What follows belongs to an exercise in optimizing a design on an open flow for small area, a short achievable clock period and few clock cycles; a production flow would make more cautious choices. Function was checked by simulation only, so behaviour that the tests miss may differ from the original. Power figures rest on the tool's default switching activity, not on a simulated workload.

==> v8 <==
Design felics_enc, start of the top module:
module felics_enc (
    input  wire         clk,
    input  wire         rst,
    input  wire         start,
    input  wire [7:0]   width,       
    input  wire [15:0]  height,      
    output wire         idle,
    input  wire         pix_valid,
    input  wire [7:0]   pix_data,
    output wire         pix_ready,
    output wire         tbl_re,
    output wire [7:0]   tbl_raddr,
    input  wire [119:0] tbl_rdata,
    output wire         tbl_we,
    output wire [7:0]   tbl_waddr,
    output wire [119:0] tbl_wdata,
    output reg          out_valid,
    output reg  [7:0]   out_data
);
Settings: LEC_CHECK=0, CAP_MARGIN=20, CORE_MARGIN=2, CORE_UTILIZATION=40, PLACE_DENSITY=0.6, SLEW_MARGIN=20; clock period 20.0 ns.
run.sh (not shown) runs the stock make flow with config.mk's settings and CLKGATE_MAP_FILE= SYNTH_SCRIPT=/design/flow/synth_recipe.tcl, a recipe that flattens the netlist after the stock synthesis.
==> v37: changes against v8 <==
--- a/flow/design.v
+++ b/flow/design.v
@@ -2,61 +2,109 @@
     input  wire [7:0] off,
     input  wire [7:0] dlt,
     output wire [8:0] c,
     output wire [3:0] len
 );
+    function automatic lt8(input [7:0] x, input [7:0] y);
+        reg [7:0] l, g;
+        reg [3:0] l2, g2;
+        reg [1:0] l4, g4;
+        integer i;
+        begin
+            for (i = 0; i < 8; i = i + 1) begin
+                l[i] = ~x[i] & y[i];
+                g[i] = x[i] & ~y[i];
+            end
+            for (i = 0; i < 4; i = i + 1) begin
+                l2[i] = l[2*i+1] | (~g[2*i+1] & l[2*i]);
+                g2[i] = g[2*i+1] | (~l[2*i+1] & g[2*i]);
+            end
+            for (i = 0; i < 2; i = i + 1) begin
+                l4[i] = l2[2*i+1] | (~g2[2*i+1] & l2[2*i]);
+                g4[i] = g2[2*i+1] | (~l2[2*i+1] & g2[2*i]);
+            end
+            lt8 = l4[1] | (~g4[1] & l4[0]);
+        end
+    endfunction
     wire [8:0] n = {1'b0, dlt} + 9'd1;
     reg  [3:0] m;
     integer i;
     always @* begin
         m = 4'd0;
         for (i = 0; i < 9; i = i + 1)
             if (n[i]) m = i[3:0];
     end
     wire [9:0] p   = 10'd1 << m;
     wire [8:0] np  = n & ~p[8:0];
-    wire       ge_p  = ({2'b00, off} >= p);
-    wire       ge_np = ({1'b0, off} >= np);
+    wire       ge_p  = |({2'b00, off} & ~(p - 10'd1));     
+    wire       ge_np = ~lt8(off, np[7:0]);
     wire [9:0] p5  = (p << 2) + p;
     wire [9:0] c1  = p5 - {n, 1'b0};
     wire [9:0] c2  = (p << 1) - {1'b0, n};
     wire [9:0] c3  = p5 - {1'b0, n};
     wire [9:0] cs  = ge_p ? c1 : ge_np ? c2 : c3;
     assign c = cs[8:0];
     assign len = (ge_np & ~ge_p) ? (m + 4'd1) : (m + 4'd2);
 endmodule
 module felics_ksel (
     input  wire [89:0] row,     
-    output reg  [2:0]  k
+    output wire [2:0]  k
 );
-    reg [5:0] win;
-    integer i, j;
-    always @* begin
-        for (i = 0; i < 6; i = i + 1) begin
-            win[i] = 1'b1;
-            for (j = 0; j < 6; j = j + 1) begin
-                if (j < i && !(row[15*i +: 15] <= row[15*j +: 15])) win[i] = 1'b0;
-                if (j > i && !(row[15*i +: 15] <  row[15*j +: 15])) win[i] = 1'b0;
+    function automatic le15(input [14:0] x, input [14:0] y);
+        reg [15:0] l, g;
+        reg [7:0]  l2, g2;
+        reg [3:0]  l4, g4;
+        reg [1:0]  l8, g8;
+        integer i;
+        begin
+            for (i = 0; i < 16; i = i + 1) begin
+                l[i] = (i < 15) ? (~x[i] & y[i]) : 1'b0;
+                g[i] = (i < 15) ? (x[i] & ~y[i]) : 1'b0;
+            end
+            for (i = 0; i < 8; i = i + 1) begin
+                l2[i] = l[2*i+1] | (~g[2*i+1] & l[2*i]);
+                g2[i] = g[2*i+1] | (~l[2*i+1] & g[2*i]);
+            end
+            for (i = 0; i < 4; i = i + 1) begin
+                l4[i] = l2[2*i+1] | (~g2[2*i+1] & l2[2*i]);
+                g4[i] = g2[2*i+1] | (~l2[2*i+1] & g2[2*i]);
+            end
+            for (i = 0; i < 2; i = i + 1) begin
+                l8[i] = l4[2*i+1] | (~g4[2*i+1] & l4[2*i]);
+                g8[i] = g4[2*i+1] | (~l4[2*i+1] & g4[2*i]);
             end
+            le15 = ~(g8[1] | (~l8[1] & g8[0]));
         end
-        k = 3'd0;
-        for (i = 1; i < 6; i = i + 1)
-            if (win[i]) k = i[2:0];
-    end
+    endfunction
+    wire [14:0] t0 = row[14:0],  t1 = row[29:15], t2 = row[44:30];
+    wire [14:0] t3 = row[59:45], t4 = row[74:60], t5 = row[89:75];
+    wire        p0 = le15(t1, t0);
+    wire        p1 = le15(t3, t2);
+    wire        p2 = le15(t5, t4);
+    wire [14:0] w0 = p0 ? t1 : t0;
+    wire [14:0] w1 = p1 ? t3 : t2;
+    wire [14:0] w2 = p2 ? t5 : t4;
+    wire        a  = le15(w1, w0);
+    wire        b  = le15(w2, w0);
+    wire        c  = le15(w2, w1);
+    wire        g2 = b & c;
+    wire        g1 = a & ~c;
+    assign k = g2 ? {2'b10, p2} : g1 ? {2'b01, p1} : {2'b00, p0};
 endmodule
 module felics_update (
+    input  wire        en,      
     input  wire [89:0] row,
     input  wire [7:0]  v,
     output reg  [89:0] row_new
 );
     reg [14:0] sum [0:5];
     reg        halve;
     integer i;
     always @* begin
         halve = 1'b1;
         for (i = 0; i < 6; i = i + 1) begin
-            sum[i] = row[15*i +: 15] + {7'd0, v >> i} + 15'd1 + i[14:0];
+            sum[i] = row[15*i +: 15] + (en ? ({7'd0, v >> i} + 15'd1 + i[14:0]) : 15'd0);
             if (sum[i][14:10] == 5'd0) halve = 1'b0;
         end
         for (i = 0; i < 6; i = i + 1)
             row_new[15*i +: 15] = halve ? {1'b0, sum[i][14:1]} : sum[i];
     end
@@ -82,10 +130,31 @@
 );
     localparam ST_IDLE = 2'd0;
     localparam ST_HDR  = 2'd1;
     localparam ST_RUN  = 2'd2;
     localparam DEPTH = 5;
+    function automatic lt8(input [7:0] x, input [7:0] y);
+        reg [7:0] l, g;
+        reg [3:0] l2, g2;
+        reg [1:0] l4, g4;
+        integer i;
+        begin
+            for (i = 0; i < 8; i = i + 1) begin
+                l[i] = ~x[i] & y[i];
+                g[i] = x[i] & ~y[i];
+            end
+            for (i = 0; i < 4; i = i + 1) begin
+                l2[i] = l[2*i+1] | (~g[2*i+1] & l[2*i]);
+                g2[i] = g[2*i+1] | (~l[2*i+1] & g[2*i]);
+            end
+            for (i = 0; i < 2; i = i + 1) begin
+                l4[i] = l2[2*i+1] | (~g2[2*i+1] & l2[2*i]);
+                g4[i] = g2[2*i+1] | (~l2[2*i+1] & g2[2*i]);
+            end
+            lt8 = l4[1] | (~g4[1] & l4[0]);
+        end
+    endfunction
     reg [1:0]  st;
     reg [7:0]  w_r;
     reg [15:0] h_r;
     reg [6:0]  wm1;          
     reg        w1, w2;       
@@ -97,12 +166,11 @@
     reg [8:0]  rf_left;      
     reg        rf_z;         
     reg [7:0]  rf_ptr;
     reg        idle_r;
     assign idle = idle_r;
-    reg [7:0]  cb0 [0:3], cb1 [0:3], cb2 [0:3];     
-    reg [7:0]  ab0 [0:3], ab1 [0:3], ab2 [0:3];     
+    reg [7:0]  cb0 [0:3], cb1 [0:3], cb2 [0:3];
     reg [3:0]  ab_v;
     reg [7:0]  prev;
     reg [6:0]  col, coln;    
     reg [1:0]  cpos, npos;   
     reg [1:0]  cslot, nslot; 
@@ -118,35 +186,23 @@
     wire vnext    = (ncnt != 2'd2);
     wire lastcol  = lastc_r;
     wire last_pix = last_r;
     assign pix_ready = pr_r;
     wire acc = pix_valid & pr_r;
-    wire [7:0] cbn  = (npos == 2'd0) ? cb0[nslot] : (npos == 2'd1) ? cb1[nslot] : cb2[nslot];
-    wire [7:0] abn  = (npos == 2'd0) ? ab0[nslot] : (npos == 2'd1) ? ab1[nslot] : ab2[nslot];
-    wire [7:0] lbn  = smw ? cbn : abn;
-    wire [7:0] lb1  = smw ? cb1[0] : ab1[nslot];
+    reg  [7:0] lbn, lb1;
     wire nr0 = row0 & ~lastcol;
     wire [7:0] nb_a = (nr0 | w1) ? pix_data : lbn;
     wire [7:0] nb_b = (nr0 | w1) ? prev :
                       ((coln == 7'd0) && !w2) ? lb1 : pix_data;
-    wire       a_lt  = (a_r < b_r);
+    wire       a_lt  = lt8(a_r, b_r);
     wire [7:0] l_pre = a_lt ? a_r : b_r;
     wire [7:0] h_pre = a_lt ? b_r : a_r;
     wire [7:0] d_pre = a_lt ? (b_r - a_r) : (a_r - b_r);
     wire       rows1 = lastcol ? (rows_left == 16'd2) : (rows_left == 16'd1);
     wire blk_done = acc & ((cpos == 2'd2) | lastcol);     
     wire nblk_end = (npos == 2'd2) | (coln == wm1);        
     wire [1:0] nslot_inc = nslot + 2'd1;
-    always @(posedge clk) begin
-        if (pix_ready) begin
-            case (cpos)
-                2'd0:    cb0[cslot] <= pix_data;
-                2'd1:    cb1[cslot] <= pix_data;
-                default: cb2[cslot] <= pix_data;
-            endcase
-        end
-    end
     reg        s1_v, s1_verb, s1_last, s1_blw, s1_abv;
     reg [7:0]  s1_p, s1_d, s1_off, s1_oa;
     wire s1_out = s1o_r;      
     wire [8:0] ph_c;
     wire [3:0] ph_len;
@@ -192,45 +248,60 @@
     felics_ksel u_ksel (
         .row (m_cnt),
         .k   (k_sel)
     );
     felics_update u_update (
+        .en      (~m_line),
         .row     (m_cnt),
         .v       (s3_val[7:0]),
         .row_new (row_new)
     );
-    wire [119:0] m_new = m_line ?
-        {epoch, cb2[m_slot], cb1[m_slot], cb0[m_slot], m_cnt} :
-        {epoch, m_cur[113:90], row_new};
+    wire [119:0] m_new = {epoch,
+                          m_line ? {cb2[m_slot], cb1[m_slot], cb0[m_slot]} : m_cur[113:90],
+                          row_new};
+    always @(posedge clk) begin
+        if (pix_ready) begin
+            case (cpos)
+                2'd0:    cb0[cslot] <= pix_data;
+                2'd1:    cb1[cslot] <= pix_data;
+                default: cb2[cslot] <= pix_data;
+            endcase
+        end
+        if (m_v & m_line) begin
+            cb0[m_slot] <= m_cur[97:90];
+            cb1[m_slot] <= m_cur[105:98];
+            cb2[m_slot] <= m_cur[113:106];
+        end
+    end
     wire s3_out = s3_v & (s3_kind == 2'd2);
     wire rf_en  = ~rf_z & ~m_v;
     reg  we_r;
     assign tbl_we    = we_r;
     assign tbl_waddr = wb_a;
     assign tbl_wdata = wb_row;
     reg          c_hit1, c_hit2;
     wire         c_hitm = m_v && (m_a == c_a);
     wire [119:0] c_cap  = c_hit1 ? wb_row : c_hit2 ? wb2_row : tbl_rdata;
     wire         c_tok  = c_hit1 | c_hit2 | (tbl_rdata[119:114] == epoch);
-    reg [16:0] fq [0:DEPTH-1];
+    reg [15:0] fq [0:DEPTH-1];
     reg [2:0]  f_rd, f_wr;
     reg [2:0]  f_cnt;
-    wire [16:0] fh = fq[f_rd];
-    wire        f_short = fh[16];        
-    wire        f_last = fh[15];
-    wire [1:0]  f_kind = fh[14:13];
+    wire [15:0] fh = fq[f_rd];
+    wire        f_short = fh[15];        
+    wire        f_last = fh[14];
+    wire        f_rice = fh[13];         
     wire [8:0]  f_val  = fh[12:4];
     wire [3:0]  f_len  = fh[3:0];
     reg [5:0] s3_short;
     integer j;
     always @* begin
         for (j = 0; j < 6; j = j + 1)
             s3_short[j] = ({1'b0, s3_val[7:0] >> j} + j[8:0] + 9'd3) <= 9'd16;
     end
     always @(posedge clk) begin
         if (s3_v)
-            fq[f_wr] <= {~s3_out | s3_short[k_sel], s3_last, s3_kind, s3_val,
+            fq[f_wr] <= {~s3_out | s3_short[k_sel], s3_last, s3_out, s3_val,
                          s3_out ? {1'b0, k_sel} : s3_len};
     end
     reg [23:0] pa;           
     reg [4:0]  pc;           
     reg        lng;          
@@ -255,11 +326,11 @@
     reg        sym_pop;      
     always @* begin
         sym_v   = 16'd0;
         sym_l   = 5'd0;
         sym_pop = 1'b1;
-        if (f_kind != 2'd2) begin
+        if (!f_rice) begin
             sym_v = {7'd0, f_val};
             sym_l = {1'b0, f_len};
         end else if (lng) begin
             if (f_rem <= 9'd16) begin
                 sym_v = {10'd0, f_tail};
@@ -318,16 +389,29 @@
         if (m_v & m_line)
             ab_v_nx[m_slot] = 1'b1;
         if (acc & nblk_end & ~last_pix)
             ab_v_nx[nslot] = 1'b0;
     end
+    wire [1:0] ls    = nslot_nx;
+    wire [1:0] ls1   = smw ? 2'd0 : nslot_nx;
+    wire       mld   = m_v & m_line & (m_slot == ls);
+    wire       mld1  = m_v & m_line & (m_slot == ls1);
+    wire       pw    = pr_r & (cslot == ls) & (cpos == npos_nx);
+    wire       pw1   = pr_r & (cslot == ls1) & (cpos == 2'd1);
+    wire [7:0] cbv   = (npos_nx == 2'd0) ? cb0[ls] : (npos_nx == 2'd1) ? cb1[ls] : cb2[ls];
+    wire [7:0] mlv   = (npos_nx == 2'd0) ? m_cur[97:90] : (npos_nx == 2'd1) ? m_cur[105:98] : m_cur[113:106];
+    wire [7:0] lbn_nx = pw ? pix_data : mld ? mlv : cbv;
+    wire [7:0] lb1_nx = pw1 ? pix_data : mld1 ? m_cur[105:98] : cb1[ls1];
     wire       running_nx = (st != ST_IDLE) & (rf_z_nx | (dirty & (rf_ptr > {2'd0, mm1})));
     wire [2:0] ahead_nx   = ahead + {2'd0, op_issue} - {2'd0, blk_done};
     wire [1:0] g_slot_nx  = g_slot + {1'b0, op_issue};
     wire [5:0] g_word_nx  = ~op_issue ? g_word : (g_word == mm1) ? 6'd0 : g_word + 6'd1;
-    wire s1o_nx  = acc & ~vnext & ((pix_data < l_pre) | (pix_data > h_pre));
-    wire op_nx   = running_nx & ~smw & ~done_nx & (ahead_nx != 3'd4) &
+    wire p_blw   = lt8(pix_data, l_pre);
+    wire p_abv   = lt8(h_pre, pix_data);
+    wire s1o_nx  = acc & ~vnext & (p_blw | p_abv);
+    wire ahead_ok = blk_done | ~(((ahead == 3'd4) & ~op_issue) | ((ahead == 3'd3) & op_issue));
+    wire op_nx   = running_nx & ~smw & ~done_nx & ahead_ok &
                    ~ab_v_nx[g_slot_nx] & ~s1o_nx;
     wire ab_ok_nx  = smw | last_nx | ab_v_nx[nslot_nx];
     wire [3:0] rr    = rf_ptr[7:4];
     wire [3:0] dhi_c = (a_r[7:4] < b_r[7:4]) ? (b_r[7:4] - a_r[7:4]) : (a_r[7:4] - b_r[7:4]);
     wire [3:0] xh    = (nr0 | w1) ? prev[7:4] : lbn[7:4];
@@ -336,25 +420,28 @@
     wire       both_reg = ~(nr0 | w1) & (coln == 7'd0) & ~w2;
     wire [3:0] dhi_b = (lbn[7:4] < lb1[7:4]) ? (lb1[7:4] - lbn[7:4]) : (lbn[7:4] - lb1[7:4]);
     wire       ctx_new = both_reg ? (dhi_b < rr) :
                          ((rr != 4'd0) & ({1'b0, pix_data[7:4]} >= x_lo) & ({1'b0, pix_data[7:4]} < x_hi));
     wire ctx_ok_nx = (ncnt_nx != 2'd2) | ~dirty_nx | (acc ? ctx_new : (dhi_c < rr));
-    wire pr_nx     = running_nx & ~done_nx & (occ_nx < DEPTH) & ab_ok_nx & ctx_ok_nx;
+    wire occ_ok    = acc ? ((occ <= 3'd3) | (pop & (occ <= 3'd4))) : ((occ <= 3'd4) | pop);
+    wire pr_nx     = running_nx & ~done_nx & occ_ok & ab_ok_nx & ctx_ok_nx;
     always @(posedge clk) begin
         if (acc) begin
             prev    <= pix_data;
             a_r     <= nb_a;
             b_r     <= nb_b;
             lastc_r <= nwrap;
         end
         last_r  <= last_nx;
+        lbn     <= lbn_nx;
+        lb1     <= lb1_nx;
         s1_verb <= vnext;
         s1_last <= last_pix;
         s1_d    <= d_pre;
         s1_p    <= pix_data;
-        s1_blw  <= (pix_data < l_pre);
-        s1_abv  <= (pix_data > h_pre);
+        s1_blw  <= p_blw;
+        s1_abv  <= p_abv;
         s1_off  <= pix_data - l_pre;
         s1_oa   <= pix_data - h_pre - 8'd1;
         s2_last <= s1_last;
         if (s1_verb) begin
             s2_kind <= 2'd0;
@@ -384,18 +471,13 @@
         m_row   <= c_hitm ? m_new : c_cap;
         c_hit1  <= m_v && (m_a == tbl_raddr);
         c_hit2  <= wb_v && (wb_a == tbl_raddr);
         m_tok   <= c_hitm | c_tok;
         wb_a    <= m_v ? m_a : rf_ptr;
-        wb_row  <= m_v ? m_new : {epoch, 114'd0};
+        wb_row  <= {m_v ? epoch : epoch - 6'd1, m_new[113:0]};
         wb2_a   <= wb_a;
         wb2_row <= wb_row;
-        if (m_v & m_line) begin
-            ab0[m_slot] <= m_cur[97:90];
-            ab1[m_slot] <= m_cur[105:98];
-            ab2[m_slot] <= m_cur[113:106];
-        end
         mm1 <= nb_w[5:0] - 6'd5;
         if (rst) begin
             st        <= ST_IDLE;
             out_valid <= 1'b0;
             out_data  <= 8'd0;
==> v29: changes against v8 <==
--- a/flow/design.v
+++ b/flow/design.v
@@ -24,26 +24,26 @@
     assign c = cs[8:0];
     assign len = (ge_np & ~ge_p) ? (m + 4'd1) : (m + 4'd2);
 endmodule
 module felics_ksel (
     input  wire [89:0] row,     
-    output reg  [2:0]  k
+    output wire [2:0]  k
 );
-    reg [5:0] win;
-    integer i, j;
-    always @* begin
-        for (i = 0; i < 6; i = i + 1) begin
-            win[i] = 1'b1;
-            for (j = 0; j < 6; j = j + 1) begin
-                if (j < i && !(row[15*i +: 15] <= row[15*j +: 15])) win[i] = 1'b0;
-                if (j > i && !(row[15*i +: 15] <  row[15*j +: 15])) win[i] = 1'b0;
-            end
-        end
-        k = 3'd0;
-        for (i = 1; i < 6; i = i + 1)
-            if (win[i]) k = i[2:0];
-    end
+    wire [14:0] t0 = row[14:0],  t1 = row[29:15], t2 = row[44:30];
+    wire [14:0] t3 = row[59:45], t4 = row[74:60], t5 = row[89:75];
+    wire        p0 = (t1 <= t0);
+    wire        p1 = (t3 <= t2);
+    wire        p2 = (t5 <= t4);
+    wire [14:0] w0 = p0 ? t1 : t0;
+    wire [14:0] w1 = p1 ? t3 : t2;
+    wire [14:0] w2 = p2 ? t5 : t4;
+    wire        a  = (w1 <= w0);
+    wire        b  = (w2 <= w0);
+    wire        c  = (w2 <= w1);
+    wire        g2 = b & c;
+    wire        g1 = a & ~c;
+    assign k = g2 ? {2'b10, p2} : g1 ? {2'b01, p1} : {2'b00, p0};
 endmodule
 module felics_update (
     input  wire [89:0] row,
     input  wire [7:0]  v,
     output reg  [89:0] row_new
@@ -97,12 +97,11 @@
     reg [8:0]  rf_left;      
     reg        rf_z;         
     reg [7:0]  rf_ptr;
     reg        idle_r;
     assign idle = idle_r;
-    reg [7:0]  cb0 [0:3], cb1 [0:3], cb2 [0:3];     
-    reg [7:0]  ab0 [0:3], ab1 [0:3], ab2 [0:3];     
+    reg [7:0]  cb0 [0:3], cb1 [0:3], cb2 [0:3];
     reg [3:0]  ab_v;
     reg [7:0]  prev;
     reg [6:0]  col, coln;    
     reg [1:0]  cpos, npos;   
     reg [1:0]  cslot, nslot; 
@@ -118,14 +117,12 @@
     wire vnext    = (ncnt != 2'd2);
     wire lastcol  = lastc_r;
     wire last_pix = last_r;
     assign pix_ready = pr_r;
     wire acc = pix_valid & pr_r;
-    wire [7:0] cbn  = (npos == 2'd0) ? cb0[nslot] : (npos == 2'd1) ? cb1[nslot] : cb2[nslot];
-    wire [7:0] abn  = (npos == 2'd0) ? ab0[nslot] : (npos == 2'd1) ? ab1[nslot] : ab2[nslot];
-    wire [7:0] lbn  = smw ? cbn : abn;
-    wire [7:0] lb1  = smw ? cb1[0] : ab1[nslot];
+    wire [7:0] lbn  = (npos == 2'd0) ? cb0[nslot] : (npos == 2'd1) ? cb1[nslot] : cb2[nslot];
+    wire [7:0] lb1  = smw ? cb1[0] : cb1[nslot];
     wire nr0 = row0 & ~lastcol;
     wire [7:0] nb_a = (nr0 | w1) ? pix_data : lbn;
     wire [7:0] nb_b = (nr0 | w1) ? prev :
                       ((coln == 7'd0) && !w2) ? lb1 : pix_data;
     wire       a_lt  = (a_r < b_r);
@@ -134,19 +131,10 @@
     wire [7:0] d_pre = a_lt ? (b_r - a_r) : (a_r - b_r);
     wire       rows1 = lastcol ? (rows_left == 16'd2) : (rows_left == 16'd1);
     wire blk_done = acc & ((cpos == 2'd2) | lastcol);     
     wire nblk_end = (npos == 2'd2) | (coln == wm1);        
     wire [1:0] nslot_inc = nslot + 2'd1;
-    always @(posedge clk) begin
-        if (pix_ready) begin
-            case (cpos)
-                2'd0:    cb0[cslot] <= pix_data;
-                2'd1:    cb1[cslot] <= pix_data;
-                default: cb2[cslot] <= pix_data;
-            endcase
-        end
-    end
     reg        s1_v, s1_verb, s1_last, s1_blw, s1_abv;
     reg [7:0]  s1_p, s1_d, s1_off, s1_oa;
     wire s1_out = s1o_r;      
     wire [8:0] ph_c;
     wire [3:0] ph_len;
@@ -199,10 +187,24 @@
         .row_new (row_new)
     );
     wire [119:0] m_new = m_line ?
         {epoch, cb2[m_slot], cb1[m_slot], cb0[m_slot], m_cnt} :
         {epoch, m_cur[113:90], row_new};
+    always @(posedge clk) begin
+        if (pix_ready) begin
+            case (cpos)
+                2'd0:    cb0[cslot] <= pix_data;
+                2'd1:    cb1[cslot] <= pix_data;
+                default: cb2[cslot] <= pix_data;
+            endcase
+        end
+        if (m_v & m_line) begin
+            cb0[m_slot] <= m_cur[97:90];
+            cb1[m_slot] <= m_cur[105:98];
+            cb2[m_slot] <= m_cur[113:106];
+        end
+    end
     wire s3_out = s3_v & (s3_kind == 2'd2);
     wire rf_en  = ~rf_z & ~m_v;
     reg  we_r;
     assign tbl_we    = we_r;
     assign tbl_waddr = wb_a;
@@ -387,15 +389,10 @@
         m_tok   <= c_hitm | c_tok;
         wb_a    <= m_v ? m_a : rf_ptr;
         wb_row  <= m_v ? m_new : {epoch, 114'd0};
         wb2_a   <= wb_a;
         wb2_row <= wb_row;
-        if (m_v & m_line) begin
-            ab0[m_slot] <= m_cur[97:90];
-            ab1[m_slot] <= m_cur[105:98];
-            ab2[m_slot] <= m_cur[113:106];
-        end
         mm1 <= nb_w[5:0] - 6'd5;
         if (rst) begin
             st        <= ST_IDLE;
             out_valid <= 1'b0;
             out_data  <= 8'd0;
==> comparison table <==
metric	v8	v37	v29
Routed metal-1 wirelength	80.2 mm	65.6 mm	70.8 mm
Slew of the pin with the lowest slew margin	1.21 ns	1.15 ns	1.07 ns
Sequential share of power	0.394	0.421	0.387
CP dominant cell by count	sky130_fd_sc_hd__ha_1	-	sky130_fd_sc_hd__o21ai_0
Power of the clock network	2120 uW	1830 uW	1940 uW
Total Die Area	146000 um2	133000 um2	133000 um2
Hold Crit Endpoint	s3_len[0]	s2_last	s3_len[1]
Multi-input gate share of total cell area	0.471	0.477	0.476
Portion of the layout cell area used by clock cells	0.0586	0.0547	0.0575
Relative slew slack	0.195	0.227	0.286
Result of the run	complete, no violations	complete, no violations	complete, no violations
Maximum net fanout on the critical path	17	40	61
Data arrival time of the worst path	7.81 ns	7.54 ns	7.86 ns
Setup clock skew after layout	0.0722 ns	0.0346 ns	0.0478 ns
Power dissipated in sequential cells	2360 uW	2160 uW	2150 uW
Testbench counts of v8, summed over its fixed seeds: cycles 43,453.
Testbench counts of v37, summed over its fixed seeds: cycles 43,453.
Testbench counts of v29, summed over its fixed seeds: cycles 43,453.

-- afterwards: timing with drivers on the ports --
How much do the figures lean on ideal ports? The routed layouts below were timed once more, with nothing changed but the port constraints.
Step 1 assumes that a clkbuf_16 drives the clock port and a buf_2 every other input.
Step 2 also shifts input and output timing later by t, the mid clock arrival at the registers, as if the neighbouring blocks saw the same clock.
Slacks: no drivers / after step 1 / after step 2; pairs: no drivers / after step 1.
| run | shift t [ns] | slack for setup (ns) | pins driven straight from the clock port |
|---|---|---|---|
| v8 | 0.827 | 12.817 / 12.817 / 12.129 | 1 |
| v37 | 0.758 | 13.002 / 13.055 / 12.298 | 1 |
| v29 | 0.794 | 12.593 / 12.593 / 12.593 | 1 |
After both steps every run listed still meets setup and hold. The setup slack of v37, which loses most, moves by +0.053 ns with the drivers and by -0.704 ns with both steps.
